Source: an optimization exercise on an open RTL-to-GDS flow (aim: small area). Production flows keep margins and buffers that such runs may drop. Function was checked by simulation only, so behaviour that the tests miss may differ from the original. Power and IR drop assume default switching activity.

Design tempmon_core, start of the top module:
module tempmon_core (
    input  wire        clk,
    input  wire        rst,
    input  wire        cmd_valid,
    input  wire [15:0] cmd_word,
    input  wire        tick_valid,
    output wire        ready,
    output reg  [15:0] resp,
    input  wire [15:0] rx_avail,
    input  wire [7:0]  rx_data,
    output wire        rx_pop,
    output wire        tx_valid,
    output wire [7:0]  tx_data,
    input  wire        tx_ready
);
For scale: roughly 1,900 cells after synthesis, about 72 I/O pins.
clock: 8.0 ns
lec_check: 0
cap_margin: 20
core_margin: 2
core_utilization: 55
place_density: 0.7
slew_margin: 20
standard.sh (not shown) runs the stock make flow with config.mk's settings and CLKGATE_MAP_FILE= SYNTH_SCRIPT=/design/flow/synth_recipe.tcl, a recipe that flattens the netlist after the stock synthesis.
==> flow/flow/run.sh <==
#!/bin/bash
# Layout flow: the standard flow (standard.sh) with three changes.
#
#  1. Logic re-mapping.  After the standard synthesis, the combinational
#     cells of its netlist are mapped again with an area-oriented ABC script
#     (abc_area.scr).  Every flip-flop instance of the standard netlist is
#     kept as it is (same name, cell type and connections); only the gates
#     between them change.  The new netlist is used only if a SAT proof shows
#     that, with the flip-flops cut open, each flip-flop input and each output
#     port computes the same function as in the standard netlist
#     (cut_regs.py makes the cut); otherwise the standard netlist is kept.
#  2. The port buffers that placement inserts are buf_1 cells.
#  3. Clock tree synthesis inserts no dummy loads; CTS_OPTS below sets the
#     clock buffers and sink clusters.
#
# Logs, one per tool run, in this folder: flow_synth.log (standard synthesis),
# flow_remap.log (re-mapping), flow_equiv.log (proof), flow_make.log (the
# rest of the flow); each ORFS step also keeps its own log under orfs/logs/.
set -euo pipefail

CTS_OPTS='-sink_clustering_enable -repair_clock_nets -dont_use_dummy_load -root_buf sky130_fd_sc_hd__clkbuf_16 -buf_list sky130_fd_sc_hd__clkbuf_4 -sink_clustering_size 10 -sink_clustering_max_diameter 40'
KNOBS=('BUFFER_PORTS_ARGS=-buffer_cell sky130_fd_sc_hd__buf_1' "CTS_ARGS=$CTS_OPTS")

RES=orfs/results/${FLOW_PLATFORM}/tempmon_core/base
LOGS=orfs/logs/${FLOW_PLATFORM}/tempmon_core/base
LIB=${FLOW_HOME}/platforms/${FLOW_PLATFORM}/lib/sky130_fd_sc_hd__tt_025C_1v80.lib
TOP=${FLOW_TOP}
YOSYS=$(command -v yosys || echo "$FLOW_HOME/../tools/install/yosys/bin/yosys")

# 1. standard synthesis
bash standard.sh "${KNOBS[@]}" synth > flow_synth.log 2>&1

# 2. re-map the gates between the flip-flops, keeping the don't-use list
cp "$RES/1_2_yosys.v" std_netlist.v
DONT_USE=$(grep -o -- '-dont_use [A-Za-z0-9_]*' "$LOGS/1_2_yosys.log" | sort -u | tr '\n' ' ')
"$YOSYS" -p "read_liberty -ignore_miss_func $LIB; read_verilog std_netlist.v; hierarchy -top $TOP;
  setattr -mod -set keep_hierarchy 1 sky130_fd_sc_hd__dfxtp_1 sky130_fd_sc_hd__edfxtp_1;
  flatten; select $TOP; rename -hide w:*.*; select -clear; opt -purge;
  abc -liberty $LIB $DONT_USE -script flow/abc_area.scr;
  setundef -zero; splitnets; opt_clean -purge;
  hilomap -singleton -hicell sky130_fd_sc_hd__conb_1 HI -locell sky130_fd_sc_hd__conb_1 LO;
  insbuf -buf sky130_fd_sc_hd__buf_4 A X; opt_clean -purge;
  select $TOP; write_verilog -noattr -noexpr -nohex -nodec -selected remap_netlist.v" \
  > flow_remap.log 2>&1

# the flip-flops must be exactly the standard netlist's
ffs() { grep -E 'sky130_fd_sc_hd__e?dfxtp_1 ' "$1" | sort; }
use_remap=0
if [[ "$(ffs std_netlist.v)" == "$(ffs remap_netlist.v)" ]]; then
  python3 flow/cut_regs.py std_netlist.v std_cut.v > /dev/null
  python3 flow/cut_regs.py remap_netlist.v remap_cut.v > /dev/null
  if "$YOSYS" -p "read_liberty -ignore_miss_func $LIB; read_verilog std_cut.v; rename $TOP gold;
      read_verilog remap_cut.v; rename $TOP gate;
      miter -equiv -flatten -make_assert -ignore_gold_x gold gate miter; hierarchy -top miter;
      flatten; opt -fast; sat -verify -prove-asserts miter" > flow_equiv.log 2>&1; then
    use_remap=1
  fi
fi
echo "use_remap=$use_remap" >> flow_equiv.log
if [[ $use_remap == 1 ]]; then
  cp remap_netlist.v "$RES/1_2_yosys.v"
  rm -f "$RES/1_synth.odb" "$RES/1_synth.sdc"
fi

# 3. the rest of the flow
bash standard.sh "${KNOBS[@]}" finish > flow_make.log 2>&1
==> flow/flow/abc_area.scr <==
strash
&get -n
&deepsyn -T 120
&put
dch -f
amap
mfs2
strash
dch -f
amap
mfs2
strash
dch -f
amap
topo
Other scripts of this flow, unchanged in this note and not shown: flow/flow/cut_regs.py
Then changed:
--- a/flow/flow/run.sh
+++ b/flow/flow/run.sh
@@ -19,5 +19,5 @@
 set -euo pipefail
 
-CTS_OPTS='-sink_clustering_enable -repair_clock_nets -dont_use_dummy_load -root_buf sky130_fd_sc_hd__clkbuf_16 -buf_list sky130_fd_sc_hd__clkbuf_4 -sink_clustering_size 10 -sink_clustering_max_diameter 40'
+CTS_OPTS='-sink_clustering_enable -repair_clock_nets -dont_use_dummy_load -buf_list sky130_fd_sc_hd__clkbuf_8 -sink_clustering_size 16 -sink_clustering_max_diameter 60'
 KNOBS=('BUFFER_PORTS_ARGS=-buffer_cell sky130_fd_sc_hd__buf_1' "CTS_ARGS=$CTS_OPTS")
 
Area after synthesis hardly moves.
Design area shrinks by 0.86%.
Utilization shrinks by 0.38 points.
Wire length goes up by 1.1%.
Worst setup slack improved by 0.74 ns.
Power came out lower by 0.57%.
Worst hold slack is about the same.
Via count went down by 0.75%.
Then changed:
--- a/flow/flow/run.sh
+++ b/flow/flow/run.sh
@@ -19,5 +19,5 @@
 set -euo pipefail
 
-CTS_OPTS='-sink_clustering_enable -repair_clock_nets -dont_use_dummy_load -buf_list sky130_fd_sc_hd__clkbuf_8 -sink_clustering_size 16 -sink_clustering_max_diameter 60'
+CTS_OPTS='-sink_clustering_enable -repair_clock_nets -dont_use_dummy_load -buf_list sky130_fd_sc_hd__clkbuf_8 -sink_clustering_size 20 -sink_clustering_max_diameter 50'
 KNOBS=('BUFFER_PORTS_ARGS=-buffer_cell sky130_fd_sc_hd__buf_1' "CTS_ARGS=$CTS_OPTS")
 
Effect:
- via count hardly moves
- area after synthesis is about the same
- wire length goes down by 1.9%
- power drops by 1.9%
- global-route usage falls by 0.65 points
- first-iteration DRC count came out lower by 5.5%
- setup slack loses 0.87 ns
- final area barely changes
- synthesized cell count drops by 0.47%
- register-to-register slack loses 0.87 ns
- die area hardly moves
Then changed:
--- a/flow/flow/run.sh
+++ b/flow/flow/run.sh
@@ -19,5 +19,5 @@
 set -euo pipefail
 
-CTS_OPTS='-sink_clustering_enable -repair_clock_nets -dont_use_dummy_load -buf_list sky130_fd_sc_hd__clkbuf_8 -sink_clustering_size 20 -sink_clustering_max_diameter 50'
+CTS_OPTS='-sink_clustering_enable -repair_clock_nets -dont_use_dummy_load -buf_list sky130_fd_sc_hd__clkbuf_16 -sink_clustering_size 25 -sink_clustering_max_diameter 100'
 KNOBS=('BUFFER_PORTS_ARGS=-buffer_cell sky130_fd_sc_hd__buf_1' "CTS_ARGS=$CTS_OPTS")
 
==> flow/flow/abc_area.scr (replaced) <==
strash
dc2
dch -f
amap
mfs2
strash
dc2
dch -f
amap
mfs2
strash
dch -f
amap
topo
=> The changed run finished with timing, DRC and antenna clean; total power rose by a few percent; synthesized cell count goes up by a few percent; worst setup slack is better by 0.24 ns; worst hold slack improved by 0.080 ns; critical path depth came out higher by 1.

static timing again, ports no longer ideal:
How much do the figures lean on ideal ports? The routed layouts below were timed once more, with nothing changed but the port constraints.
Step 1 (the two cells are an assumption about what drives the block):
set clk [get_ports {clk}]
set_driving_cell -lib_cell sky130_fd_sc_hd__clkbuf_16 $clk
set_driving_cell -lib_cell sky130_fd_sc_hd__buf_2 [delete_from_list [all_inputs] $clk]
Step 2 also shifts input and output timing later by t, the mid clock arrival at the registers, as if the neighbouring blocks saw the same clock.
a / b / c = ideal / step 1 / step 2; a / b = the first two.
| run | shift t [ns] | slack for setup (ns) | worst setup path after step 2 |
|---|---|---|---|
| the first run | 0.605 | 1.025 / 1.025 / 0.613 | input to register |
| the second run | 0.685 | 1.761 / 1.761 / 1.218 | input to register |
| the third run | 0.677 | 0.889 / 0.889 / 0.652 | input to register |
| the fourth run | 0.623 | 1.124 / 1.124 / 1.124 | register to register |
After both steps setup and hold are still met in every run listed. For the second run, which loses most, drivers alone change the setup slack by 0.000 ns; drivers and shift together by -0.543 ns.
